What follows belongs to an exercise in optimizing a design on an open flow for small area, a short achievable clock period and few clock cycles; a production flow would make more cautious choices.
No functional check of the RTL was part of any run shown here.
Power figures rest on the tool's default switching activity, not on a simulated workload.

==> flow/design.v <==
module pm25_codec (
    input  wire         clk,
    input  wire         rst,         
    input  wire         req_valid,
    input  wire [31:0]  req_word,
    input  wire [5:0]   req_nops,    
    input  wire [255:0] req_ops,     
    output wire         busy,
    input  wire         rx_valid,
    input  wire [1:0]   rx_kind,     
    input  wire [7:0]   rx_byte,
    output wire         rx_ready,
    output reg  [2:0]   st,
    output reg  [1:0]   rop,
    output wire [7:0]   nrx,
    output reg          len_vld,
    output wire [15:0]  lenf_r,
    output reg          lmatch,
    output reg          csc_vld,
    output wire [15:0]  csc,
    output reg          csr_vld,
    output reg  [15:0]  csr,
    output wire [5:0]   flen,
    output wire [255:0] fbuf,
    output reg          cbuf_vld,
    output wire [55:0]  cbuf
);
    localparam [2:0] ST_OK      = 3'd0,
                     ST_TIMEOUT = 3'd1,
                     ST_LENMIS  = 3'd2,
                     ST_CSUM    = 3'd3,
                     ST_TERR    = 3'd4,
                     ST_ILLEGAL = 3'd6,
                     ST_NONE    = 3'd7;
    reg         s_h0, s_h1, s_lh, s_ll, s_bd, s_vs, s_vc, s_en;
    reg         busy_r;      
    reg         busy_o;      
    reg         busy_n;      
    reg         rxr;         
    reg         pol;         
    reg  [7:0]  tg;          
    reg  [5:0]  em4;         
    reg  [5:0]  idx;         
    reg         fsy;         
    reg         fsyn;        
    reg  [6:0]  cnt;         
    reg  [12:0] acc;         
    reg         cscz;        
    reg  [239:0] fb;         
    reg  [23:0] cbd;         
    reg  [9:0]  cck;         
    reg         cv1, cv0;    
    reg  [255:0] vsr;        
    reg  [3:0]  vm;          
    reg         vl;          
    reg  [8:0]  s01, s23;    
    reg         tl;          
    reg         lastr;       
    assign busy     = busy_o;
    assign rx_ready = rxr;
    assign nrx      = {busy_n, cnt};
    assign flen     = idx;
    assign csc      = {cscz, cscz, cscz, acc};
    assign fbuf[7:0]   = {fsyn, fsy, fsyn, fsyn, fsyn, fsyn, fsy, fsyn};   
    assign fbuf[15:8]  = {fsyn, fsy, fsyn, fsyn, fsy, fsy, fsyn, fsy};     
    assign fbuf[255:16] = fb;
    assign lenf_r = {fb[7:0], fb[15:8]};
    assign cbuf[7:0]   = {cv0, cv1, cv0, cv0, cv0, cv0, cv1, cv0};         
    assign cbuf[15:8]  = {cv0, cv1, cv0, cv0, cv1, cv1, cv0, cv1};         
    assign cbuf[39:16] = cbd;
    assign cbuf[47:40] = {cv0, cv0, cv0, cv0, cv0, cv0, cck[9:8]};
    assign cbuf[55:48] = cck[7:0];
    wire [3:0]  w_op    = req_word[3:0];
    wire [7:0]  w_arg8  = req_word[15:8];
    wire [15:0] w_arg16 = req_word[31:16];
    wire sync_ok = (w_op == 4'h1) && (req_word[7:5] == 3'b000) &&
                   (w_arg16 == 16'h0000) && (w_arg8 >= 8'd6) && (w_arg8 <= 8'd32);
    wire enc_ok  = (w_op == 4'h2) && (req_word[7:4] == 4'h0);
    wire ver_ok  = (w_op == 4'h3) && (req_word[7:4] == 4'h0) &&
                   (w_arg16 == 16'h0000) && (w_arg8 >= 8'd2) && (w_arg8 <= 8'd32) &&
                   ({2'b00, req_nops} == w_arg8);
    wire [9:0]  enc_sum = 10'h08F + {2'b00, tg} + {2'b00, csr[15:8]} +
                          {2'b00, csr[7:0]};
    wire take = req_valid && !busy_r;
    wire        fire  = rx_valid && rxr;
    wire        isb   = (rx_kind == 2'd0);
    wire        istmo = (rx_kind == 2'd1);
    wire        b42   = (rx_byte == 8'h42);
    wire        b4d   = (rx_byte == 8'h4D);
    wire        at2e  = (cnt == {tg[5:0], 1'b0});    
    wire        at2e1 = (cnt == {tg[5:0], 1'b1});    
    wire        hunt  = s_h0 || s_h1;
    wire        stor  = s_lh || s_ll || s_bd;   
    wire        hi0   = (fb[7:0] == 8'h00);
    wire        lm    = hi0 && (rx_byte == {2'b00, em4});
    wire        lless = hi0 && (rx_byte < {2'b00, em4});
    wire [5:0]  tbody = tl ? (fb[13:8] + 6'd4) : tg[5:0];
    wire        lastb = s_bd && lastr;
    wire        lastl = s_ll && pol && hi0 && (rx_byte == 8'h00);
    wire        ckhi  = (acc[12:8] == csr[4:0]) && (csr[7:5] == 3'd0);
    wire        ckok  = ckhi && (rx_byte == acc[7:0]);
    wire [7:0]  v0 = vm[0] ? vsr[7:0]   : 8'd0;
    wire [7:0]  v1 = vm[1] ? vsr[15:8]  : 8'd0;
    wire [7:0]  v2 = vm[2] ? vsr[23:16] : 8'd0;
    wire [7:0]  v3 = vm[3] ? vsr[31:24] : 8'd0;
    wire [12:0] vacc = acc + {4'd0, s01} + {4'd0, s23};
    wire [15:0] q1 = {3'd0, acc}, q2 = {7'd0, s01}, q3 = {7'd0, s23};
    wire [15:0] qs = q1 ^ q2 ^ q3;
    wire [15:0] qc = {(q1[14:0] & q2[14:0]) | (q1[14:0] & q3[14:0]) | (q2[14:0] & q3[14:0]), 1'b0};
    wire [15:0] qneed = qs ^ qc ^ csr;
    wire [15:0] qgen  = (qs & qc) | ((qs | qc) & ~csr);
    wire        veq   = (qneed == {qgen[14:0], 1'b0});
    reg  [15:0] vcsr;
    always @(*) begin
        case (tg[2:0])
            3'd2:    vcsr = {vsr[7:0],   vsr[15:8]};
            3'd3:    vcsr = {vsr[15:8],  vsr[23:16]};
            3'd4:    vcsr = {vsr[23:16], vsr[31:24]};
            3'd5:    vcsr = {vsr[31:24], vsr[39:32]};
            default: vcsr = {vsr[39:32], vsr[47:40]};
        endcase
    end
    always @(posedge clk) begin
        if (rst) begin
            {s_h0, s_h1, s_lh, s_ll, s_bd, s_vs, s_vc, s_en} <= 8'd0;
            busy_r <= 1'b0;
            busy_o <= 1'b0;
            busy_n <= 1'b0;
            rxr    <= 1'b0;
            st       <= ST_NONE;
            rop      <= 2'd0;
            cnt      <= 7'd0;
            idx      <= 6'd0;
            fsy      <= 1'b0;
            fsyn     <= 1'b1;
            len_vld  <= 1'b0;
            csc_vld  <= 1'b0;
            cscz     <= 1'b1;
            csr_vld  <= 1'b0;
            cbuf_vld <= 1'b0;
            cv1      <= 1'b0;
            cv0      <= 1'b1;
        end else if (fire) begin
            cnt <= cnt + 7'd1;
            if (!isb) begin
                {s_h0, s_h1, s_lh, s_ll, s_bd, s_vs, s_vc, s_en} <= 8'd0;
                busy_r <= 1'b0;
                busy_o <= 1'b0;
                busy_n <= 1'b0;
                rxr    <= 1'b0;
                st  <= istmo ? ST_TIMEOUT : ST_TERR;
                rop <= 2'd1;
            end else begin
                if (stor)
                    idx <= idx + 6'd1;
                if (s_h0) begin
                    if (b42) begin
                        s_h0 <= 1'b0;
                        s_h1 <= 1'b1;
                    end else if (at2e) begin
                        {s_h0, s_h1, s_lh, s_ll, s_bd, s_vs, s_vc, s_en} <= 8'd0;
                        busy_r <= 1'b0;
                        busy_o <= 1'b0;
                        busy_n <= 1'b0;
                        rxr    <= 1'b0;
                        st  <= ST_TIMEOUT;
                        rop <= 2'd1;
                    end
                end
                if (s_h1) begin
                    if (b4d) begin
                        s_h1 <= 1'b0;
                        s_lh <= 1'b1;
                        idx  <= 6'd2;
                        fsy  <= 1'b1;
                        fsyn <= 1'b0;
                    end else if (at2e1 || (!b42 && at2e)) begin
                        {s_h0, s_h1, s_lh, s_ll, s_bd, s_vs, s_vc, s_en} <= 8'd0;
                        busy_r <= 1'b0;
                        busy_o <= 1'b0;
                        busy_n <= 1'b0;
                        rxr    <= 1'b0;
                        st  <= ST_TIMEOUT;
                        rop <= 2'd1;
                    end else if (!b42) begin
                        s_h1 <= 1'b0;
                        s_h0 <= 1'b1;
                    end
                end
                if (s_lh) begin
                    s_lh <= 1'b0;
                    s_ll <= 1'b1;
                end
                if (s_ll) begin
                    len_vld <= 1'b1;
                    s_ll    <= 1'b0;
                    if (!pol && !lm) begin
                        {s_h0, s_h1, s_lh, s_ll, s_bd, s_vs, s_vc, s_en} <= 8'd0;
                        busy_r <= 1'b0;
                        busy_o <= 1'b0;
                        busy_n <= 1'b0;
                        rxr    <= 1'b0;
                        st  <= ST_LENMIS;
                        rop <= 2'd1;
                    end else if (!lastl) begin
                        s_bd <= 1'b1;
                    end
                end
                if (lastb || lastl) begin
                    {s_h0, s_h1, s_lh, s_ll, s_bd, s_vs, s_vc, s_en} <= 8'd0;
                    busy_r <= 1'b0;
                    busy_o <= 1'b0;
                    busy_n <= 1'b0;
                    rxr    <= 1'b0;
                    csc_vld <= 1'b1;
                    cscz    <= 1'b0;
                    csr_vld <= 1'b1;
                    st      <= ckok ? ST_OK : ST_CSUM;
                    rop     <= 2'd1;
                end
            end
        end else if (take) begin
            len_vld <= 1'b0;
            csc_vld <= 1'b0;
            cscz    <= 1'b1;
            csr_vld <= 1'b0;
            cnt     <= 7'd0;
            if (sync_ok) begin
                s_h0   <= 1'b1;
                busy_r <= 1'b1;
                busy_o <= 1'b1;
                busy_n <= 1'b1;
                rxr    <= 1'b1;
                idx    <= 6'd0;
                fsy    <= 1'b0;
                fsyn   <= 1'b1;
            end else if (enc_ok) begin
                s_en   <= 1'b1;
                busy_r <= 1'b1;
                busy_o <= 1'b1;
                busy_n <= 1'b1;
            end else if (ver_ok) begin
                s_vs   <= 1'b1;
                busy_r <= 1'b1;
                busy_o <= 1'b1;
                busy_n <= 1'b1;
            end else begin
                st  <= ST_ILLEGAL;
                rop <= 2'd0;
            end
        end else if (s_en) begin
            {s_h0, s_h1, s_lh, s_ll, s_bd, s_vs, s_vc, s_en} <= 8'd0;
            busy_r   <= 1'b0;
            busy_o   <= 1'b0;
            busy_n   <= 1'b0;
            cbuf_vld <= 1'b1;
            cv1      <= 1'b1;
            cv0      <= 1'b0;
            csc_vld  <= 1'b1;
            cscz     <= 1'b0;
            st       <= ST_OK;
            rop      <= 2'd2;
        end else if (s_vs) begin
            if (vl) begin
                s_vs <= 1'b0;
                s_vc <= 1'b1;
            end
        end else if (s_vc) begin
            {s_h0, s_h1, s_lh, s_ll, s_bd, s_vs, s_vc, s_en} <= 8'd0;
            busy_r <= 1'b0;
            busy_o <= 1'b0;
            busy_n <= 1'b0;
            rxr    <= 1'b0;
            csc_vld <= 1'b1;
            cscz    <= 1'b0;
            csr_vld <= 1'b1;
            st      <= veq ? ST_OK : ST_CSUM;
            rop     <= 2'd3;
        end
    end
    always @(posedge clk) begin
        if (fire) begin
            csr <= {csr[7:0], rx_byte};
            if (hunt)
                acc <= 13'h042;
            else if (stor && !lastb)
                acc <= acc + {5'd0, csr[7:0]};
        end else if (take) begin
            tg  <= w_arg8;
            em4 <= w_arg8[5:0] - 6'd4;
            csr <= w_arg16;
            pol <= req_word[4];
            acc <= 13'd0;
            s01 <= 9'd0;
            s23 <= 9'd0;
            vm  <= {w_arg8[5:0] >= 6'd6, w_arg8[5:0] >= 6'd5,
                    w_arg8[5:0] >= 6'd4, w_arg8[5:0] >= 6'd3};
            vl  <= (w_arg8[5:0] <= 6'd6);
        end else if (s_en) begin
            acc <= {3'd0, enc_sum};
        end else if (s_vs || s_vc) begin
            tg[5:0] <= tg[5:0] - 6'd4;
            acc <= vacc;
            s01 <= {1'b0, v0} + {1'b0, v1};
            s23 <= {1'b0, v2} + {1'b0, v3};
            vm  <= {tg[5:0] >= 6'd10, tg[5:0] >= 6'd9, tg[5:0] >= 6'd8, tg[5:0] >= 6'd7};
            vl  <= (tg[5:0] <= 6'd10);
            if (s_vs)
                csr <= vcsr;
        end
        if (s_bd)
            tg[5:0] <= tbody;
        if (fire && s_ll) begin
            tl    <= pol && lless;
            lastr <= pol && hi0 && (rx_byte == 8'h01);
        end
        if (fire && s_bd)
            lastr <= (idx + 6'd2 == tbody);
        if (s_ll && fire)
            lmatch <= lm;
    end
    always @(posedge clk) begin
        if (s_en) begin
            cbd <= {csr[7:0], csr[15:8], tg};
            cck <= enc_sum;
        end
    end
    genvar g;
    generate
        for (g = 2; g < 32; g = g + 1) begin : g_fb
            always @(posedge clk)
                if (stor && idx[4:0] == g)
                    fb[8*g-9:8*g-16] <= rx_byte;
        end
    endgenerate
    always @(posedge clk) begin
        vsr[255:224] <= req_ops[255:224];
        if (s_vs)
            vsr[223:0] <= vsr[255:32];
        else
            vsr[223:0] <= req_ops[223:0];
    end
endmodule
==> flow/flow/run.sh <==
#!/bin/bash
set -euo pipefail
export BUFFER_PORTS_ARGS="-buffer_cell sky130_fd_sc_hd__buf_1"
export SETUP_SLACK_MARGIN=6.6
bash standard.sh > standard.log 2>&1
==> flow/standard.sh <==
#!/bin/bash
# synth_recipe.tcl (not shown) runs the flow's synth.tcl, then flattens the netlist and writes it again
# the make line also repeats each setting of config.mk as NAME=value (left out here)
make -C /OpenROAD-flow-scripts/flow DESIGN_CONFIG=/design/flow/config.mk WORK_HOME=/design/flow/orfs CLKGATE_MAP_FILE= SYNTH_SCRIPT=/design/flow/synth_recipe.tcl "${@:-finish}"
==> flow/config.mk <==
export PLATFORM = sky130hd
export DESIGN_NAME = pm25_codec
export DESIGN_NICKNAME = pm25_codec
export VERILOG_FILES = /design/flow/design.v
export SDC_FILE = /design/flow/constraint.sdc
export NUM_CORES = 4
export LEC_CHECK = 0
export ABC_CLOCK_PERIOD_IN_PS = 3000
export CAP_MARGIN = 35
export CORE_MARGIN = 2
export CORE_UTILIZATION = 50
export SLEW_MARGIN = 20
==> flow/constraint.sdc <==
create_clock -name core_clock -period 10.0 [get_ports {clk}]
set_input_delay 2.0000 -clock core_clock [delete_from_list [all_inputs] [get_ports {clk}]]
set_output_delay 2.0000 -clock core_clock [all_outputs]
set_load 0.01 [all_outputs]
==> results.py, run 1 <==
metrics = {
    "run_status": {
        "status": "timing/DRC/antenna clean",
    },
    "placed_design": {
        "dp_cells": 3228,
        "portBuffers": 693,
        "dp_hpwl_um": 62900,
        "routabilityCongestion": 0.943,
    },
    "worst_hold_path": {
        "hp-start": "vsr[122]$_DFF_P_",
        "min_to": "vsr[90]$_DFF_P_",
        "min_path_type": "flip-flop to flip-flop",
        "holdPathStages": 1,
    },
    "logic_synthesis": {
        "syn-cell-area_um2": 26200,
        "synth_fp_nets": 2374,
        "synthFlopType": "edfxtp_1",
        "yosysWarnings": 1,
        "synthArstFlopShare": 0,
        "avgSynthCellArea_um2": 13.4,
        "synth-edff-count": 344,
        "yosysSeqAreaShare": 0.620,
        "synth_seq_cells": 638,
        "ys_types": 73,
        "syn_inst": 1959,
    },
    "timing": {
        "rsz0062_at_grt": "true",
        "fmax_ghz": 0.285,
        "tns_ns": 0,
        "period_minus_slack_ns": 3.51,
        "finalMaxSlewViolations": 0,
        "worst_slew_pin_slew_ns": 0.913,
        "relSlewSlack": 0.391,
        "fin_crit_sh": 0.351,
        "hold_viol_final": 0,
        "finClkSkew_ns": 0.0188,
        "setup_viol": 0,
    },
    "drt": {
        "drtPass1Iterations": 6,
        "num_vias": 18800,
        "wl_per_cell_um": 25.0,
        "drc": 0,
        "drt_wl_total_um": 86000,
        "drtIter0Drc": 1476,
        "antenna_left": 0,
        "viasPerCell": 5.45,
    },
    "critical_path": {
        "path_buf_inv": 2,
        "r2r_cells": 8,
        "required_ns": 10.49,
        "worstReg2RegStart": "acc[2]$_DFFE_PP_",
        "crit_slowest_cell": "or4_1",
        "r2r_end": "st[1]$_SDFFE_PP1P_",
        "path_class": "input port to flip-flop",
        "cp_top_family": "simple AND/OR/NAND/NOR gates",
        "critPathMaxFanout": 6,
        "critPathLaunchType": "input port",
        "ff2ff_setup_slack_ns": 6.56,
        "cp.arrival_ns": 4.00,
        "path_cells": "clkbuf_4 -> inv_6 -> ha_4 -> or3b_4 -> a221oi_4 -> o41ai_1 -> a21o_2 -> or4_1 -> o32a_1",
        "cp_slowest_stage_delay_ns": 0.48,
        "endpoint_kind": "flip-flop",
    },
    "global_route": {
        "grt_pass1_vias": 18100,
        "grt_max_degree": 75,
        "grt_pass1_wl_um": 120000,
        "antenna_found_initial": 13,
        "grt_usage": 0.308,
        "overflow": 0,
    },
    "power_and_ir_drop": {
        "p_switching_uw": 1800,
        "cellPowerDensity_nw_per_um2": 205,
        "vdd_drop_max_uv": 163,
        "power_frac_comb": 0.183,
        "leakagePower_uw": 0.0121,
        "switching_share": 0.268,
        "intPower_uw": 4910,
        "pwr-share-clk": 0.376,
        "pwr-share-seq": 0.440,
    },
    "cts": {
        "cts_tree": "built",
        "cts_root_buf": "clkbuf_16",
        "cts.clk_slew.worst_paths_ns": 0.06,
        "cts_buffer_depth": 3,
        "clock_latency_ns": 0.61,
        "htreeDepth": 3,
        "cts_hold_buf": 0,
        "numCtsBuffers": 67,
        "cts.sinks": 638,
    },
    "die": {
        "die-area_um2": 54200,
        "core-area_um2": 51500,
        "die_y_um": 233,
        "fp-row-count": 83,
        "die_x_um": 233,
        "start_util": 0.508,
        "ios": 694,
    },
    "layout": {
        "drive_gt1_frac": 0.194,
        "layout_commonest_cell": "buf_1",
        "nets": 3118,
        "stdcell_count": 3441,
        "mostFrequentLayoutCells": "buf_1 (675), edfxtp_1 (344), dfxtp_1 (285), mux2_2 (228), nor2_1 (115)",
        "synthToLayoutAreaGrowth_pct": 25.4,
    },
    "job": {
        "drv_cap": 0,
    },
}
Yosys cell counts (6+ instances only):
master,count,area [µm²]
a21oi_1,62,310
buf_4,58,435
o21a_1,15,113
inv_1,75,282
and2_1,35,219
o21ai_0,62,310
mux2_2,228,2570
nand3_1,24,120
nand2b_1,13,81.3
nand4_1,13,81.3
or4_1,6,45.0
nor4_1,14,87.6
a21o_1,8,60.1
o211a_1,7,70.1
nor2_1,119,447
or3_1,10,62.6
edfxtp_1,344,10300
xor2_1,29,254
a211oi_1,9,67.6
nor2b_1,16,100
mux2i_1,54,541
clkbuf_1,60,225
dfxtp_1,294,5890
fa_1,30,601
ha_1,77,963
xnor2_1,42,368
and3_1,9,56.3
a31oi_1,10,62.6
nor3_1,34,170
nand2_1,87,327
o22ai_1,21,131
sequential cells by signal, summed over array words and instances, names as in the netlist, 2 cells and up:
register / flops
vsr: 256
fb: 240
cbd: 24
csr: 16
acc: 13
cck: 10
s01: 9
s23: 9
tg: 8
cnt: 7
em4: 6
idx: 6
vm: 4
st: 3
rop: 2
power by group through the flow:
stage	Sequential (µW)	Combinational (µW)	Clock, µW
after global routing	2960	1340	2660
after global placement	3050	1030	0
after floorplan	3010	703	0
after detailed placement	3050	1030	0
final	2960	1230	2530
after CTS	2960	1150	2560
layout make-up:
class	instances	area, µm²
antenna	7	17.5
clock buffer	85	1820
clock inverter	35	423
fill	4110	18700
inverter	77	317
multi-input combinational	1117	9320
sequential	638	16200
tap	680	851
timing repair buffer	802	3830
repair_timing:
action	4_1_cts	5_1_grt
setup buffers	46	28
endpoints found under the setup margin	84	47
hold endpoints to repair	0	0
pin swaps	9	18
gates cloned	5	3
resized for setup	44	61
cell families (layout without fill, tap and decap cells):
logic type,after synthesis,in the layout,share of synthesized area
AOI/OAI and AO/OA,251,251,0.0628
adders and majority gates,107,107,0.0598
muxes,282,282,0.119
and+or+nand+nor,406,406,0.0774
xor gates and xnor gates,71,71,0.0238
other,0,7,0
buffers and inverters,204,999,0.0378
DFF,638,638,0.620
worst reg2reg max path: cells and delay by family (launching register included):
kind	cells	cell delay (ns)
and+or+nand+nor	3	1.12
AOI/OAI and AO/OA	2	0.28
DFF	1	0.54
xor gates and xnor gates	1	0.18
adders and majority gates	2	1.20
worst max-delay path by stage:
stage / startpoint / end / slack [ns] / cells past startpoint
finish: req_word[10] / st[1]$_SDFFE_PP1P_ / 6.49 / 9
global route: req_word[10] / st[1]$_SDFFE_PP1P_ / 6.43 / 9
CTS: req_word[11] / st[1]$_SDFFE_PP1P_ / 6.47 / 9
detailed placement: req_word[11] / st[1]$_SDFFE_PP1P_ / 5.44 / 9
global placement: req_word[11] / st[1]$_SDFFE_PP1P_ / 5.49 / 9
floorplan: req_word[11] / st[1]$_SDFFE_PP1P_ / 6.20 / 9
stage by stage:
step,total power (µW),util,hold WS (ns),cell area (µm²),setup slack [ns]
2_1_floorplan,3710,-,0.426,26300,6.20
3_3_place_gp,4080,0.567,0.437,29200,5.49
3_5_place_dp,4090,0.568,0.438,29300,5.44
4_1_cts,6670,0.626,0.452,32200,6.47
5_1_grt,6970,0.637,0.450,32800,6.43
6_report,6710,0.637,0.448,32800,6.49
routing by layer:
layer	part of all wire	wire, µm	up-vias	GRT usage
li1	-	-	8553	-
met1	0.38	33000	9102	0.385
met2	0.50	42900	936	0.524
met3	0.088	7600	149	0.0810
met4	0.029	2510	10	0.0936
met5	0.00077	66	-	0
==> run 2: changes to the inputs <==
--- a/flow/config.mk
+++ b/flow/config.mk
@@ -6,5 +6,5 @@
 export NUM_CORES = 4
 export LEC_CHECK = 0
-export ABC_CLOCK_PERIOD_IN_PS = 3000
+export ABC_CLOCK_PERIOD_IN_PS = 1500
 export CAP_MARGIN = 35
 export CORE_MARGIN = 2
==> run 2 against run 1 <==
Net effect:
- highest routed layer unchanged
- synthesized area unchanged
- clock-buffer cell count unchanged
- cell count is the same
- critical endpoint unchanged
- combinational power barely moved
- via count stayed put
- register-to-register slack is essentially flat
- final area stayed put
==> results.py, run 2 <==
metrics = {
    "cts": {
        "cts_hold_buf": 0,
        "cts_buffer_depth": 3,
        "cts_root_buf": "clkbuf_16",
        "cts_tree": "built",
        "clock_latency_ns": 0.61,
        "cts.clk_slew.worst_paths_ns": 0.06,
        "cts.sinks": 638,
        "htreeDepth": 3,
        "numCtsBuffers": 67,
    },
    "layout": {
        "largest_reg_flops": 256,
        "layout_commonest_cell": "buf_1",
        "drive_gt1_frac": 0.194,
        "num-fill-cells": 4110,
        "largest_registers": "vsr x256, fb x240, cbd x24",
        "nets": 3118,
        "synthToLayoutAreaGrowth_pct": 25.4,
        "stdcell_count": 3441,
        "mostFrequentLayoutCells": "buf_1 (675), edfxtp_1 (344), dfxtp_1 (285), mux2_2 (228), nor2_1 (115)",
        "regMostFlops": "vsr",
    },
    "critical_path": {
        "cp_top_family": "simple AND/OR/NAND/NOR gates",
        "required_ns": 10.49,
        "path_buf_inv": 2,
        "cp.arrival_ns": 4.00,
        "critPathLaunchType": "input port",
        "cp.depth": 9,
        "endpoint_kind": "flip-flop",
        "r2r_end": "st[1]$_SDFFE_PP1P_",
        "crit_slowest_cell": "or4_1",
        "path_class": "input port to flip-flop",
        "crit_start": "req_word[10]",
        "ff2ff_setup_slack_ns": 6.56,
        "cp_slowest_stage_delay_ns": 0.48,
        "critPathMaxFanout": 6,
        "path_cells": "clkbuf_4 -> inv_6 -> ha_4 -> or3b_4 -> a221oi_4 -> o41ai_1 -> a21o_2 -> or4_1 -> o32a_1",
        "r2r_cells": 8,
        "worstReg2RegStart": "acc[2]$_DFFE_PP_",
    },
    "logic_synthesis": {
        "synthArstFlopShare": 0,
        "synth-edff-count": 344,
        "ys_top_cells_by_count": "edfxtp_1 (344), dfxtp_1 (294), mux2_2 (228), nor2_1 (119), nand2_1 (87)",
        "yosysSeqAreaShare": 0.620,
        "syn-cell-area_um2": 26200,
        "yosysTopAreaCellShare": 0.395,
        "syn_inst": 1959,
        "yosysWarnings": 1,
        "synth_area_leaders": "edfxtp_1 (39%), dfxtp_1 (22%), mux2_2 (9.8%)",
        "synth.largest_area_cell": "edfxtp_1",
        "synth_fp_nets": 2374,
        "yosysMostFrequentCell": "edfxtp_1",
        "synth_seq_cells": 638,
        "synthFlopType": "edfxtp_1",
        "ys_types": 73,
        "avgSynthCellArea_um2": 13.4,
    },
    "power_and_ir_drop": {
        "cellPowerDensity_nw_per_um2": 205,
        "leakagePower_uw": 0.0121,
        "p_total_uw": 6710,
        "vdd_drop_max_uv": 163,
    },
    "die": {
        "die_y_um": 233,
        "die_x_um": 233,
        "start_util": 0.508,
        "core-area_um2": 51500,
        "ios": 694,
        "fp-row-count": 83,
        "die-area_um2": 54200,
    },
    "drt": {
        "drtPass1Iterations": 6,
        "antenna_left": 0,
        "drt_wl_total_um": 86000,
        "viasPerCell": 5.45,
        "num_vias": 18800,
        "drtIter0Drc": 1476,
        "wl_per_cell_um": 25.0,
        "drc": 0,
    },
    "timing": {
        "rsz0062_at_grt": "true",
        "worst_slew_pin_slew_ns": 0.913,
        "hold_viol_final": 0,
        "fmax_ghz": 0.285,
        "relSlewSlack": 0.391,
        "tns_ns": 0,
        "finClkSkew_ns": 0.0188,
        "period_minus_slack_ns": 3.51,
        "setup_viol": 0,
        "fin_crit_sh": 0.351,
        "finalMaxSlewViolations": 0,
        "whs_ns": 0.448,
    },
    "placed_design": {
        "routabilityCongestion": 0.943,
        "dp_cells": 3228,
        "portBuffers": 693,
        "dp_hpwl_um": 62900,
    },
    "global_route": {
        "grt_usage": 0.308,
        "grt_max_degree": 75,
        "grt_pass1_wl_um": 120000,
        "overflow": 0,
        "antenna_found_initial": 13,
        "grt_pass1_vias": 18100,
    },
    "job": {
        "drv_cap": 0,
    },
    "worst_hold_path": {
        "holdPathStages": 1,
        "hp-start": "vsr[122]$_DFF_P_",
        "min_path_type": "flip-flop to flip-flop",
        "min_to": "vsr[90]$_DFF_P_",
    },
    "run_status": {
        "status": "timing/DRC/antenna clean",
    },
}
==> run 2: through the flow <==
step	util	cell area, µm²	worst slack (ns)
after floorplan	-	26300	6.20
after global placement	0.567	29200	5.49
after detailed placement	0.568	29300	5.44
after CTS	0.626	32200	6.47
after global routing	0.637	32800	6.43
final	0.637	32800	6.49
==> run 2: power by group <==
part / total (µW) / switching (µW) / internal, µW / leakage [µW]
sequential: 2960 / 72.6 / 2880 / 0.00563
combinational: 1230 / 688 / 543 / 0.00535
clock: 2530 / 1040 / 1490 / 0.00110
==> run 2: per-layer routing <==
layer | GRT usage | up-vias | wire, µm
li1 | - | 8553 | -
met1 | 0.385 | 9102 | 33000
met2 | 0.524 | 936 | 42900
met3 | 0.0810 | 149 | 7600
met4 | 0.0936 | 10 | 2510
met5 | 0 | - | 66
==> run 2: timing repair <==
action,4_1_cts,5_1_grt
resized for setup,44,61
endpoints found under the setup margin,84,47
buffers inserted,46,28
cloned,5,3
pin swaps,9,18
==> run 2: cells by family (layout without fill, tap and decap cells) <==
logic type               after synthesis  after routing  synth area share
flip-flops                           638            638             0.620
AND/OR/NAND/NOR                      406            406            0.0774
multiplexers                         282            282             0.119
AO/OA/AOI/OAI                        251            251            0.0628
buffers and inverters                204            999            0.0378
adder cells (fa/ha/maj)              107            107            0.0598
XOR/XNOR                              71             71            0.0238
other                                  0              7                 0
==> run 2: worst reg2reg max path: cells and delay by family, from the launching register on <==
kind,cells,cell delay [ns]
AND/OR/NAND/NOR,3,1.12
XOR/XNOR,1,0.18
AO/OA/AOI/OAI,2,0.28
adder cells (fa/ha/maj),2,1.20
flip-flops,1,0.54
==> run 2: worst max path at each step <==
stage / end / slack [ns]
5_1_grt: st[1]$_SDFFE_PP1P_ / 6.43
2_1_floorplan: st[1]$_SDFFE_PP1P_ / 6.20
4_1_cts: st[1]$_SDFFE_PP1P_ / 6.47
3_5_place_dp: st[1]$_SDFFE_PP1P_ / 5.44
3_3_place_gp: st[1]$_SDFFE_PP1P_ / 5.49
6_report: st[1]$_SDFFE_PP1P_ / 6.49
==> run 2: cell type report <==
class                   count  area (µm²)  area share
clock buffers              85        1820      0.0556
repair buffers            802        3830       0.117
clock inverters            35         423      0.0129
inverters                  77         317     0.00965
well taps                 680         851      0.0259
multi-input cells        1117        9320       0.284
flip-flops and latches    638       16200       0.495
diodes                      7        17.5    0.000534
==> run 3: changes to the inputs <==
--- a/flow/design.v
+++ b/flow/design.v
@@ -39,5 +39,5 @@
     reg         rxr;         
     reg         pol;         
-    reg  [7:0]  tg;          
+    reg  [5:0]  tg;          
     reg  [5:0]  em4;         
     reg  [5:0]  idx;         
@@ -74,12 +74,15 @@
     wire [7:0]  w_arg8  = req_word[15:8];
     wire [15:0] w_arg16 = req_word[31:16];
+    wire a_le32  = (w_arg8[7:6] == 2'b00) && (!w_arg8[5] || (w_arg8[4:0] == 5'd0));
+    wire a_ge6   = (w_arg8[7:3] != 5'd0) || (w_arg8[2:1] == 2'b11);
+    wire a_ge2   = (w_arg8[7:1] != 7'd0);
     wire sync_ok = (w_op == 4'h1) && (req_word[7:5] == 3'b000) &&
-                   (w_arg16 == 16'h0000) && (w_arg8 >= 8'd6) && (w_arg8 <= 8'd32);
+                   (w_arg16 == 16'h0000) && a_ge6 && a_le32;
     wire enc_ok  = (w_op == 4'h2) && (req_word[7:4] == 4'h0);
     wire ver_ok  = (w_op == 4'h3) && (req_word[7:4] == 4'h0) &&
-                   (w_arg16 == 16'h0000) && (w_arg8 >= 8'd2) && (w_arg8 <= 8'd32) &&
+                   (w_arg16 == 16'h0000) && a_ge2 && a_le32 &&
                    ({2'b00, req_nops} == w_arg8);
-    wire [9:0]  enc_sum = 10'h08F + {2'b00, tg} + {2'b00, csr[15:8]} +
-                          {2'b00, csr[7:0]};
+    wire [9:0]  enc_sum = 10'h08F + {2'b00, cbd[7:0]} + {2'b00, cbd[15:8]} +
+                          {2'b00, cbd[23:16]};
     wire take = req_valid && !busy_r;
     wire        fire  = rx_valid && rxr;
@@ -88,12 +91,19 @@
     wire        b42   = (rx_byte == 8'h42);
     wire        b4d   = (rx_byte == 8'h4D);
-    wire        at2e  = (cnt == {tg[5:0], 1'b0});    
-    wire        at2e1 = (cnt == {tg[5:0], 1'b1});    
+    wire        at2e  = (cnt == {tg, 1'b0});    
+    wire        at2e1 = (cnt == {tg, 1'b1});    
     wire        hunt  = s_h0 || s_h1;
     wire        stor  = s_lh || s_ll || s_bd;   
     wire        hi0   = (fb[7:0] == 8'h00);
     wire        lm    = hi0 && (rx_byte == {2'b00, em4});
-    wire        lless = hi0 && (rx_byte < {2'b00, em4});
-    wire [5:0]  tbody = tl ? (fb[13:8] + 6'd4) : tg[5:0];
+    reg         blt;
+    integer     k;
+    always @(*) begin
+        blt = 1'b0;
+        for (k = 0; k < 6; k = k + 1)
+            blt = (!rx_byte[k] && em4[k]) || (!(rx_byte[k] ^ em4[k]) && blt);
+    end
+    wire        lless = hi0 && (rx_byte[7:6] == 2'b00) && blt;
+    wire [5:0]  tbody = tl ? (fb[13:8] + 6'd4) : tg;
     wire        lastb = s_bd && lastr;
     wire        lastl = s_ll && pol && hi0 && (rx_byte == 8'h00);
@@ -141,5 +151,37 @@
             cv1      <= 1'b0;
             cv0      <= 1'b1;
-        end else if (fire) begin
+        end else if (!busy_r) begin
+          if (req_valid) begin
+            len_vld <= 1'b0;
+            csc_vld <= 1'b0;
+            cscz    <= 1'b1;
+            csr_vld <= 1'b0;
+            cnt     <= 7'd0;
+            if (sync_ok) begin
+                s_h0   <= 1'b1;
+                busy_r <= 1'b1;
+                busy_o <= 1'b1;
+                busy_n <= 1'b1;
+                rxr    <= 1'b1;
+                idx    <= 6'd0;
+                fsy    <= 1'b0;
+                fsyn   <= 1'b1;
+            end else if (enc_ok) begin
+                s_en   <= 1'b1;
+                busy_r <= 1'b1;
+                busy_o <= 1'b1;
+                busy_n <= 1'b1;
+            end else if (ver_ok) begin
+                s_vs   <= 1'b1;
+                busy_r <= 1'b1;
+                busy_o <= 1'b1;
+                busy_n <= 1'b1;
+            end else begin
+                st  <= ST_ILLEGAL;
+                rop <= 2'd0;
+            end
+          end
+        end else if (rxr) begin
+          if (rx_valid) begin
             cnt <= cnt + 7'd1;
             if (!isb) begin
@@ -220,33 +262,5 @@
                 end
             end
-        end else if (take) begin
-            len_vld <= 1'b0;
-            csc_vld <= 1'b0;
-            cscz    <= 1'b1;
-            csr_vld <= 1'b0;
-            cnt     <= 7'd0;
-            if (sync_ok) begin
-                s_h0   <= 1'b1;
-                busy_r <= 1'b1;
-                busy_o <= 1'b1;
-                busy_n <= 1'b1;
-                rxr    <= 1'b1;
-                idx    <= 6'd0;
-                fsy    <= 1'b0;
-                fsyn   <= 1'b1;
-            end else if (enc_ok) begin
-                s_en   <= 1'b1;
-                busy_r <= 1'b1;
-                busy_o <= 1'b1;
-                busy_n <= 1'b1;
-            end else if (ver_ok) begin
-                s_vs   <= 1'b1;
-                busy_r <= 1'b1;
-                busy_o <= 1'b1;
-                busy_n <= 1'b1;
-            end else begin
-                st  <= ST_ILLEGAL;
-                rop <= 2'd0;
-            end
+          end
         end else if (s_en) begin
             {s_h0, s_h1, s_lh, s_ll, s_bd, s_vs, s_vc, s_en} <= 8'd0;
@@ -280,14 +294,7 @@
     end
     always @(posedge clk) begin
-        if (fire) begin
-            csr <= {csr[7:0], rx_byte};
-            if (hunt)
-                acc <= 13'h042;
-            else if (stor && !lastb)
-                acc <= acc + {5'd0, csr[7:0]};
-        end else if (take) begin
-            tg  <= w_arg8;
+        if (take) begin
+            tg  <= w_arg8[5:0];
             em4 <= w_arg8[5:0] - 6'd4;
-            csr <= w_arg16;
             pol <= req_word[4];
             acc <= 13'd0;
@@ -300,15 +307,21 @@
             acc <= {3'd0, enc_sum};
         end else if (s_vs || s_vc) begin
-            tg[5:0] <= tg[5:0] - 6'd4;
+            tg  <= tg - 6'd4;
             acc <= vacc;
             s01 <= {1'b0, v0} + {1'b0, v1};
             s23 <= {1'b0, v2} + {1'b0, v3};
-            vm  <= {tg[5:0] >= 6'd10, tg[5:0] >= 6'd9, tg[5:0] >= 6'd8, tg[5:0] >= 6'd7};
-            vl  <= (tg[5:0] <= 6'd10);
+            vm  <= {tg >= 6'd10, tg >= 6'd9, tg >= 6'd8, tg >= 6'd7};
+            vl  <= (tg <= 6'd10);
             if (s_vs)
                 csr <= vcsr;
+        end else if (fire) begin
+            csr <= {csr[7:0], rx_byte};
+            if (hunt)
+                acc <= 13'h042;
+            else if (stor && !lastb)
+                acc <= acc + {5'd0, csr[7:0]};
         end
         if (s_bd)
-            tg[5:0] <= tbody;
+            tg <= tbody;
         if (fire && s_ll) begin
             tl    <= pol && lless;
@@ -321,8 +334,8 @@
     end
     always @(posedge clk) begin
-        if (s_en) begin
-            cbd <= {csr[7:0], csr[15:8], tg};
+        if (take && enc_ok)
+            cbd <= {w_arg16[7:0], w_arg16[15:8], w_arg8};
+        if (s_en)
             cck <= enc_sum;
-        end
     end
     genvar g;
--- a/flow/config.mk
+++ b/flow/config.mk
@@ -6,5 +6,5 @@
 export NUM_CORES = 4
 export LEC_CHECK = 0
-export ABC_CLOCK_PERIOD_IN_PS = 1500
+export ABC_CLOCK_PERIOD_IN_PS = 3000
 export CAP_MARGIN = 35
 export CORE_MARGIN = 2
==> run 3 against run 2 <==
Net effect:
- critical path depth rose by 3
- clock power fell by 4%
- cell count fell by 0.20%
- total power fell by 17%
- sequential power fell by 5%
- flip-flop and latch count fell by 2
- combinational power fell by 76%
- fmax rose by 0.28%
- final area fell by 2.4%
- non-clock buffer count fell by 34
==> results.py, run 3 <==
metrics = {
    "run_status": {
        "status": "timing/DRC/antenna clean",
    },
    "die": {
        "core-area_um2": 51100,
        "die_x_um": 231,
        "die-area_um2": 53400,
        "die_y_um": 231,
        "ios": 694,
        "fp-row-count": 83,
        "start_util": 0.504,
    },
    "timing": {
        "fin_ws_ns": 6.50,
        "relSlewSlack": 0.317,
        "setup_viol": 0,
        "finClkSkew_ns": 0.0251,
        "fmax_ghz": 0.285,
        "finalMaxSlewViolations": 0,
        "fin_crit_sh": 0.350,
        "tns_ns": 0,
        "period_minus_slack_ns": 3.50,
        "rsz0062_at_grt": "true",
        "worst_slew_pin_slew_ns": 1.02,
        "hold_viol_final": 0,
    },
    "logic_synthesis": {
        "syn_inst": 1993,
        "synth_compound_area_frac": 0.0740,
        "ys_types": 83,
        "avgSynthCellArea_um2": 12.9,
        "synthArstFlopShare": 0,
        "yosysSeqAreaShare": 0.615,
        "ys_top_cells_by_count": "dfxtp_1 (325), edfxtp_1 (311), mux2_2 (226), nor2_1 (141), nand2_1 (103)",
        "synthMuxAreaShare": 0.101,
        "synth_seq_cells": 636,
        "synth_top_family_by_area": "multiplexers",
        "synth_fa_ha_area_frac": 0.0602,
        "yosys.area_share.xor_xnor": 0.0258,
        "synth_fp_nets": 2407,
        "yosysTopAreaCellShare": 0.362,
        "syn-cell-area_um2": 25800,
        "synth.largest_area_cell": "edfxtp_1",
        "synth-edff-count": 311,
        "yosysWarnings": 1,
        "synth_area_leaders": "edfxtp_1 (36%), dfxtp_1 (25%), mux2_2 (9.9%)",
        "yosysMostFrequentCell": "dfxtp_1",
        "synth-simple-area-share": 0.0823,
        "synthFlopType": "dfxtp_1",
    },
    "cts": {
        "cts_root_buf": "clkbuf_16",
        "htreeDepth": 3,
        "cts.sinks": 636,
        "cts_tree": "built",
        "cts_buffer_depth": 3,
        "numCtsBuffers": 67,
        "cts.clk_slew.worst_paths_ns": 0.07,
        "clock_latency_ns": 0.61,
    },
    "critical_path": {
        "path_class": "input port to flip-flop",
        "required_ns": 10.53,
        "ff2ff_setup_slack_ns": 6.77,
        "crit_start": "rx_byte[5]",
        "r2r_cells": 14,
        "critPathLaunchType": "input port",
        "crit_path_end": "s_h0$_SDFFE_PP0P_",
        "endpoint_kind": "flip-flop",
        "worstReg2RegStart": "cbd[1]$_DFFE_PP_",
        "r2r_end": "acc[9]$_SDFFE_PP0P_",
        "critPathMaxFanout": 3,
        "cp.arrival_ns": 4.04,
    },
    "global_route": {
        "grt_max_degree": 187,
        "grt_usage": 0.319,
        "antenna_found_initial": 10,
        "grt_pass1_wl_um": 122000,
        "overflow": 0,
        "grt_pass1_vias": 18400,
    },
    "drt": {
        "drtIter0Drc": 1209,
        "drtPass1Iterations": 7,
        "wl_per_cell_um": 25.4,
        "num_vias": 18800,
        "drt_wl_total_um": 87200,
        "drc": 0,
        "antenna_left": 0,
        "viasPerCell": 5.47,
    },
    "layout": {
        "mostFrequentLayoutCells": "buf_1 (670), dfxtp_1 (314), edfxtp_1 (311), mux2_2 (226), nor2_1 (139)",
        "largest_registers": "vsr x256, fb x240, cbd x24",
        "largest_reg_flops": 256,
        "final_design_area_no_fill_um2": 32000,
        "layout_commonest_cell": "buf_1",
        "num-fill-cells": 4183,
        "nets": 3116,
        "regMostFlops": "vsr",
        "drive_gt1_frac": 0.187,
        "synthToLayoutAreaGrowth_pct": 24.2,
    },
    "power_and_ir_drop": {
        "cellPowerDensity_nw_per_um2": 173,
        "leakagePower_uw": 0.0117,
        "vdd_drop_max_uv": 141,
    },
    "worst_hold_path": {
        "min_path_type": "flip-flop to flip-flop",
    },
    "placed_design": {
        "routabilityCongestion": 0.939,
        "dp_hpwl_um": 63100,
        "dpl_cell_area_um2": 28800,
        "portBuffers": 693,
        "post-place-ws_ns": 5.27,
    },
    "job": {
        "drv_cap": 0,
    },
}
==> run 3: cell type report <==
cell class,instances,area [µm²],share of cell area
sequential,636,15900,0.496
multi-input combinational,1138,9190,0.287
timing repair buffer,768,3580,0.112
clock buffer,82,1760,0.0551
tap,680,851,0.0266
inverter,91,384,0.0120
clock inverter,35,364,0.0114
antenna,4,10.0,0.000313
==> run 3: critical path, stage by stage <==
cell and delay, ns:
clkbuf_16 0.11, buf_12 0.12, inv_6 0.04, ha_4 0.25, and4_1 0.22, nand4_1 0.14
a32oi_2 0.42, buf_4 0.19, and2_4 0.14, and3_4 0.20, a21oi_1 0.07, nor3_1 0.13
==> run 3: how the worst min path moves through the flow <==
stage / start / slack (ns) / cells past startpoint / to
after floorplan: vsr[255]$_DFF_P_ / 0.43 / 1 / vsr[223]$_DFF_P_
after global placement: vsr[251]$_DFF_P_ / 0.44 / 1 / vsr[219]$_DFF_P_
after detailed placement: vsr[238]$_DFF_P_ / 0.44 / 1 / vsr[206]$_DFF_P_
after CTS: vsr[244]$_DFF_P_ / 0.44 / 1 / vsr[212]$_DFF_P_
after global routing: vsr[244]$_DFF_P_ / 0.46 / 1 / vsr[212]$_DFF_P_
final: vsr[244]$_DFF_P_ / 0.43 / 1 / vsr[212]$_DFF_P_
==> run 3: metal layers <==
layer,track usage,up-vias,share of wire,routed length [µm]
met3,0.0684,151,0.077,6720
met2,0.574,906,0.52,45000
met5,0,-,0.00079,69
met4,0.116,12,0.034,2990
met1,0.375,9194,0.37,32400
li1,-,8519,-,-
==> run 3: logic make-up (layout without fill, tap and decap cells) <==
group,after synthesis,count (layout)
AOI/OAI and AO/OA,288,288
xor gates and xnor gates,76,76
adders and majority gates,106,106
buffers and inverters,219,976
DFF,636,636
muxes,231,231
other,0,4
and+or+nand+nor,437,437
==> run 3: what timing repair did <==
item | in CTS | in global routing
endpoints found under the hold margin | 0 | 0
gates resized for setup | 82 | 67
endpoints found under the setup margin | 63 | 83
pin swaps | 22 | 28
gates cloned | 6 | 0
hold buffers | 0 | 0
buffers inserted | 30 | 10
==> run 3: report_power, final <==
group          internal [µW]  switching [µW]  leakage, µW
clock                   1400            1040      0.00103
combinational            140             155      0.00511
sequential              2790            31.4      0.00552
==> run 3: stage by stage <==
stage | hold WS [ns] | total power, µW | utilization | instances
2_1_floorplan | 0.433 | 3000 | - | 1993
3_3_place_gp | 0.435 | 3120 | 0.564 | 3261
3_5_place_dp | 0.438 | 3130 | 0.564 | 3267
4_1_cts | 0.438 | 5570 | 0.620 | 3420
5_1_grt | 0.460 | 5720 | 0.627 | 3433
6_report | 0.434 | 5550 | 0.627 | 3434

==> static timing again, ports no longer ideal <==
In the flow no input, the clock included, has a driving cell. The finished layouts below were timed again as built, in two steps. Step 1 (the two cells are an assumption about what drives the block):
set clk [get_ports {clk}]
set_driving_cell -lib_cell sky130_fd_sc_hd__clkbuf_16 $clk
set_driving_cell -lib_cell sky130_fd_sc_hd__buf_2 [delete_from_list [all_inputs] $clk]
Step 2 times the ports against the registers' clock, not the clock port: input delays grow and output delays shrink by t, the midpoint of the rising clock arrivals with the driver on. Slacks: no drivers / after step 1 / after step 2; pairs: no drivers / after step 1.
run	t (ns)	setup WS [ns]	latest minus earliest clock arrival (ns)
run 1	0.658	6.486 / 6.470 / 5.812	0.025 / 0.024
run 2	0.658	6.486 / 6.470 / 5.812	0.025 / 0.024
run 3	0.662	6.496 / 6.349 / 5.687	0.028 / 0.028
After both steps setup and hold are still met in every run listed. For run 3, which loses most, drivers alone change the setup slack by -0.147 ns; drivers and shift together by -0.809 ns.
